What follows belongs to an exercise in optimizing a design on an open flow for small area, a short achievable clock period and few clock cycles per item; a production flow would make more cautious choices. The RTL was checked by simulation tests, not by an equivalence proof against the original design.

==> inputs of 02-25 <==
// ring_unit
module ring_unit (
    input  wire        clk,
    input  wire        rst,
    input  wire        start,
    input  wire [1:0]  op,        
    input  wire [4:0]  klog2,
    input  wire [64:0] rx,
    input  wire [64:0] ry,
    output wire        ready,
    output reg         done,
    output reg  [2:0]  err,       
    output reg  [2:0]  err_src,   
    output wire [64:0] rz
);
    localparam ERR_NONE  = 3'd0, ERR_ARG = 3'd2, ERR_RANGE = 3'd3,
               ERR_NOINV = 3'd4;
    reg        st_idle, st_chk, st_mul, st_hsum, st_fin, st_inv, st_cor;
    reg        o_add, o_sub, o_mul, o_inv;
    reg        kbad;          
    reg  [6:0] kh;            
    reg  [6:1] kt;            
    reg [64:0] ru, rv, rr, rs;
    reg        cin;           
    reg [7:0]  kreg;          
    reg [2:0]  tlq;           
    reg        nogcd;         
    reg        spec;          
    reg        uev, vev;      
    reg [3:0]  dg;            
    assign ready = st_idle;
    assign rz    = ru;
    integer i;
    function [67:0] padd(input [66:0] a, input [66:0] b, input ci);
        reg [66:0] g, p, gn, pn, x;
        integer l, j;
        begin
            x = a ^ b;
            g = a & b;
  ...
clock: 11.0 ns
lec_check: 0
cap_margin: 20
core_margin: 2
core_utilization: 35
cts_buf_list: sky130_fd_sc_hd__clkbuf_4 sky130_fd_sc_hd__clkbuf_8
setup_slack_margin: 5
slew_margin: 20
tns_end_percent: 100
standard.sh (not shown) runs the stock make flow with config.mk's settings and CLKGATE_MAP_FILE= SYNTH_SCRIPT=/design/flow/synth_recipe.tcl, a recipe that flattens the netlist after the stock synthesis.
==> flow/flow/run.sh <==
#!/bin/bash
# The standard layout, but letting the resizer change a cell's
# footprint when it repairs timing (the platform default allows only
# same-footprint swaps), and repairing setup toward a slack of 5.5 ns.
# SDC, period and all other settings unchanged.
set -euo pipefail
sed -e 's/ SETUP_SLACK_MARGIN=5 / SETUP_SLACK_MARGIN=5.5 MATCH_CELL_FOOTPRINT=0 /' standard.sh > standard_fp.sh
grep -q "MATCH_CELL_FOOTPRINT=0" standard_fp.sh
bash standard_fp.sh > standard.log 2>&1
==> 05-28: changes against 02-25 <==
--- a/flow/design.v
+++ b/flow/design.v
@@ -18,16 +18,14 @@
     reg        o_add, o_sub, o_mul, o_inv;
     reg        kbad;          
     reg  [6:0] kh;            
     reg  [6:1] kt;            
     reg [64:0] ru, rv, rr, rs;
     reg        cin;           
     reg [7:0]  kreg;          
-    reg [2:0]  tlq;           
-    reg        nogcd;         
     reg        spec;          
     reg        uev, vev;      
     reg [3:0]  dg;            
     assign ready = st_idle;
     assign rz    = ru;
     integer i;
     function [67:0] padd(input [66:0] a, input [66:0] b, input ci);
@@ -35,17 +33,17 @@
         integer l, j;
         begin
             x = a ^ b;
             g = a & b;
             p = x;
             for (l = 1; l < 67; l = l * 2) begin
                 for (j = 0; j < 67; j = j + 1) begin
-                    if ((j & l) != 0) begin
-                        gn[j] = g[j] | (p[j] & g[(j & ~(l - 1)) - 1]);
-                        pn[j] = p[j] & p[(j & ~(l - 1)) - 1];
+                    if (j >= l) begin
+                        gn[j] = g[j] | (p[j] & g[j - l]);
+                        pn[j] = p[j] & p[j - l];
                     end else begin
                         gn[j] = g[j];
                         pn[j] = p[j];
                     end
                 end
                 g = gn;
                 p = pn;
@@ -119,15 +117,15 @@
             rev65[j] = x[64 - j];
     endfunction
     wire        mu_sub = ~o_add;
     wire [64:0] mu_x = ru;
     wire [64:0] mu_y = rv;
     wire [66:0] mu_a = {2'b00, mu_x};
     wire [66:0] mu_b = mu_sub ? ~{2'b00, mu_y} : {2'b00, mu_y};
-    wire [66:0] mu_c = o_add ? {67{1'b1}} : {66'd0, ~(o_inv & ~st_fin)};
+    wire [66:0] mu_c = mu_sub ? 67'd1 : {67{1'b1}};
     wire [66:0] mu_cs = mu_a ^ mu_b ^ mu_c;
     wire [66:0] mu_cc = {(mu_a[65:0] & mu_b[65:0]) | (mu_a[65:0] & mu_c[65:0]) |
                          (mu_b[65:0] & mu_c[65:0]), 1'b0};
     wire [133:0] mu_t = cadd(mu_cs, mu_cc);
     wire [66:0] mu_t0 = mu_t[66:0];
     wire [66:0] mu_t1 = mu_t[133:67];
     wire        mu_tk = |(mu_t0[64:0] & konehot);
@@ -156,16 +154,17 @@
     wire [3:0]  ndig = {kh[6], kh[6] | kh[5], kh[6] | kh[5] | kh[4],
                         kh[6] | kh[5] | kh[4] | kh[3]};
     wire        mul_last = (cnt == ndig);
     wire        ue = uev;
     wire        ve = vev;
     wire [64:0] xuv = rv ^ ru;
     wire        eq = ~|xuv;
-    wire        neg = ~mu_t0[66];
-    wire [64:0] absd = neg ? mu_t1[64:0] : ~mu_t0[64:0];
+    wire [133:0] dd = cadd({2'b00, rv}, ~{2'b00, ru});
+    wire        neg = dd[133];
+    wire [64:0] absd = neg ? ~dd[64:0] : dd[131:67];
     wire [7:0]  tw = ue ? rv[7:0] : (ve ? ru[7:0] : xuv[7:0]);
     reg  [2:0]  tl;
     always @* begin
         casez (tw[6:0])
         7'b??????1: tl = 3'd0;
         7'b?????10: tl = 3'd1;
         7'b????100: tl = 3'd2;
@@ -173,17 +172,16 @@
         7'b??10000: tl = 3'd4;
         7'b?100000: tl = 3'd5;
         7'b1000000: tl = 3'd6;
         default:    tl = 3'd7;
         endcase
     end
     wire        uside = ue | (~ve & ~neg);
-    wire [7:0]  kfin = kreg - {5'd0, tlq};
-    wire        csel_r = |(kfin[6:0] & kh);              
-    wire [7:0]  mrem = st_cor ? kreg : (kfin & {2'b00, kt[6], kt[5], kt[4], kt[3], kt[2], kt[1]});
+    wire        csel_r = |(kreg[6:0] & kh);              
+    wire [7:0]  mrem = st_cor ? kreg : (kreg & {2'b00, kt[6], kt[5], kt[4], kt[3], kt[2], kt[1]});
     wire [2:0]  tc = (|mrem[7:3]) ? 3'd7 : mrem[2:0];
     wire [7:0]  mnext = mrem - {5'd0, tc};
     wire [2:0]  tsh = st_cor ? tc : tl;
     wire [64:0] sh_in = st_cor ? rev65(rv) : (ue ? rv : (ve ? ru : absd));
     wire [64:0] sh_out = sh_in >> tsh;
     wire        cs_s = st_cor | (eq ? ~csel_r : uside);
     wire [64:0] cs_in = st_cor ? ru : (cs_s ? rs : rr);
@@ -199,36 +197,35 @@
     wire [64:0] radd = radd_w[64:0];
     wire        u_one = (rv == 65'd1);
     wire [2:0]  hsmall = kh[0] ? ru[3:1] : (kh[1] ? {1'b0, ru[3:2]} : 3'd0);
     wire rx_bad  = ge_p(ru, kmask, konehot);
     wire ry_bad  = ge_p(rv, kmask, konehot) & ~o_inv;
     wire rx_topk = |(ru & konehot);
     wire chk_err   = kbad | rx_bad | ry_bad;
+    wire chk_addsub = st_chk & ~chk_err & (o_add | o_sub);
     wire chk_mul   = st_chk & ~chk_err & o_mul;
     wire chk_inv0  = st_chk & ~chk_err & o_inv & (ru == 65'd0);
     wire chk_inv   = st_chk & ~chk_err & o_inv & ~(ru == 65'd0);
     wire loop_inv  = st_inv & ~eq;
-    wire chk_as_w  = st_chk & (o_add | o_sub);
-    wire chk_mul_w = st_chk & o_mul;
-    wire mul_step  = chk_mul_w | st_mul;
+    wire mul_step  = chk_mul | st_mul;
     wire loop      = (st_inv | (st_chk & o_inv)) & ~eq;    
     wire wu        = loop & uside;           
     wire wv        = loop & ~uside;          
     wire inv_end   = st_inv & eq;
-    wire cor_step  = inv_end | st_cor;
+    wire cor_step  = (inv_end & u_one) | st_cor;
     wire cor_last  = cor_step & (mnext == 8'd0);
     wire fin_go    = (st_mul & mul_last) | (chk_mul & (rx_topk | mul_last));
     reg [64:0] ru_mul;
     always @* begin
         ru_mul = ru;
         for (i = 0; i < 16; i = i + 1)
             if (cnt == i) ru_mul[4*i +: 4] = retire[3:0];
     end
     wire [64:0] ru_o = st_idle ? rx :
-                       (chk_as_w | st_fin) ? mu_out :
+                       (chk_addsub | st_fin) ? mu_out :
                        mul_step ? ru_mul :
                        st_hsum ? (ru & kmask) :
                        cor_step ? cA : ru;
     wire [64:0] ru_d = wv ? sh_out : ru_o;
     wire        in_inv = (op == 2'd3);
     wire [64:0] pvec_in;
     assign pvec_in[0] = 1'b1;
@@ -252,15 +249,15 @@
     wire [64:0] rr_o = st_idle ? 65'd0 :
                        mul_step ? s4[68:4] : rr;
     wire [64:0] rr_d = (wu & ~ue) ? radd : wv ? csh[64:0] : rr_o;
     wire [64:0] rs_o = st_idle ? {64'd0, in_inv} :
                        mul_step ? c4[68:4] : rs;
     wire [64:0] rs_d = wu ? csh[64:0] : (wv & ~ve) ? radd : rs_o;
     wire        done_d = (st_chk & (chk_err | ~o_mul & ~o_inv | chk_inv0)) |
-                         st_fin;
+                         st_fin | (inv_end & ~u_one);
     always @(posedge clk) begin
         ru  <= ru_d;
         rv  <= rv_d;
         rr  <= rr_d;
         rs  <= rs_d;
         uev <= ~rv_d[0];
         vev <= ~ru_d[0];
@@ -276,40 +273,34 @@
                 kt[i] <= (klog2 >= i) && (klog2 <= 5'd6);
         end
         if (st_idle)
             dg <= rx[3:0];
         else if (mul_step)
             dg <= dg_next;
         if (st_idle)
-            tlq <= 3'd0;
-        else if (loop)
-            tlq <= tl;
-        if (st_idle)
             cin <= 1'b0;
         else if (mul_step)
             cin <= retire[4];
         if (st_idle)
             kreg <= 8'd0;
-        else if (chk_mul_w)
+        else if (chk_mul)
             kreg <= 8'd1;
         else if (st_mul)
             kreg <= kreg + 8'd1;
         else if (loop)
-            kreg <= kfin;
+            kreg <= kreg - {5'd0, tl};
         else if (cor_step)
             kreg <= mnext;
         if (st_chk) begin
             spec    <= rx_topk;
             err     <= kbad ? ERR_ARG : (rx_bad | ry_bad) ? ERR_RANGE :
                        chk_inv0 ? ERR_NOINV : ERR_NONE;
             err_src <= kbad ? 3'd0 : rx_bad ? 3'd3 : ry_bad ? 3'd4 : 3'd0;
-        end else if (st_fin & o_inv & nogcd)
+        end else if (inv_end & ~u_one)
             err     <= ERR_NOINV;
-        if (inv_end)
-            nogcd <= ~u_one;
         done    <= done_d & ~rst;
         st_idle <= rst | (st_idle & ~start) | done_d;
         st_chk  <= ~rst & st_idle & start;
         st_mul  <= ~rst & ((chk_mul & ~(rx_topk | mul_last)) | (st_mul & ~mul_last));
         st_hsum <= ~rst & fin_go;
         st_fin  <= ~rst & (st_hsum | cor_last);
         st_inv  <= ~rst & (chk_inv | loop_inv);
==> flow/run.sh (new file) <==
#!/bin/bash
# synth_recipe.tcl (not shown) runs the flow's synth.tcl, then flattens the netlist and writes it again
# the make line also repeats each setting of config.mk as NAME=value (left out here)
make -C /OpenROAD-flow-scripts/flow DESIGN_CONFIG=/design/flow/config.mk WORK_HOME=/design/flow/orfs CLKGATE_MAP_FILE= SYNTH_SCRIPT=/design/flow/synth_recipe.tcl finish
CORE_UTILIZATION = 50   (was 35)
CTS_BUF_LIST = unset   (was sky130_fd_sc_hd__clkbuf_4 sky130_fd_sc_hd__clkbuf_8)
removed: flow/flow/run.sh
removed: flow/standard.sh
==> impl_metrics.env <==
export IMPL_status="finished clean"
export IMPL_power_clock_mw=1.51
export IMPL_max_slew_margin_rel_pct=9.82
export IMPL_path_delay_family="compound AO/OA/AOI/OAI gates"
export IMPL_p_leak_nw=27.7
export IMPL_root_buffer="clkbuf_8"
export IMPL_synth_adder_area_share_pct=13.8
export IMPL_fin_worst_skew_ns=0.0596
export IMPL_antenna_found_initial=42
Source of the figures above: 02-25

==> impl_metrics.env <==
export IMPL_root_buffer="clkbuf_16"
export IMPL_status="did not finish"
export IMPL_grt_overflow_total=1
export IMPL_seq_area_frac_synth_pct=16.2
export IMPL_lastStage="5_1_grt"
export IMPL_tool_error="[ERROR GRT-0116] Global routing finished with congestion. Check the congestion regions in the DRC Viewer."
export IMPL_gr_usage_met2_pct=81.8
export IMPL_ys_dominant_reg_cell="edfxtp_1"
export IMPL_synth_mux_area_fraction_pct=6.28
export IMPL_synth_adder_area_share_pct=14.4
Source of the figures above: 05-28

Testbench counts of 02-25, summed over its fixed seeds: cycles 20,506, items 1,600.
Testbench counts of 05-28, summed over its fixed seeds: cycles 20,506, items 1,600.

==> static timing again, ports no longer ideal <==
In the flow no input, the clock included, has a driving cell. The finished layout below was timed again as built, in two steps.
Step 1: set_driving_cell puts a clkbuf_16 on clk and a buf_2 on each other input, an assumption about the parent block.
Step 2 moves the port delays by t, midway between the first and last clock arrival at a register: inputs arrive t later, outputs are due t later. That takes back most of the time a late clock gives input paths.
Slacks: ideal ports / drivers / drivers and shift; pairs: ideal ports / drivers.
run: 02-25
t, ns: 0.871
setup slack, ns: 5.097 / 5.097 / 5.097
worst register clock-pin slew, ns: 0.08 / 0.08
After both steps 02-25 still meets setup and hold. The setup slack of 02-25 moves by 0.000 ns with the drivers and by 0.000 ns with both steps.
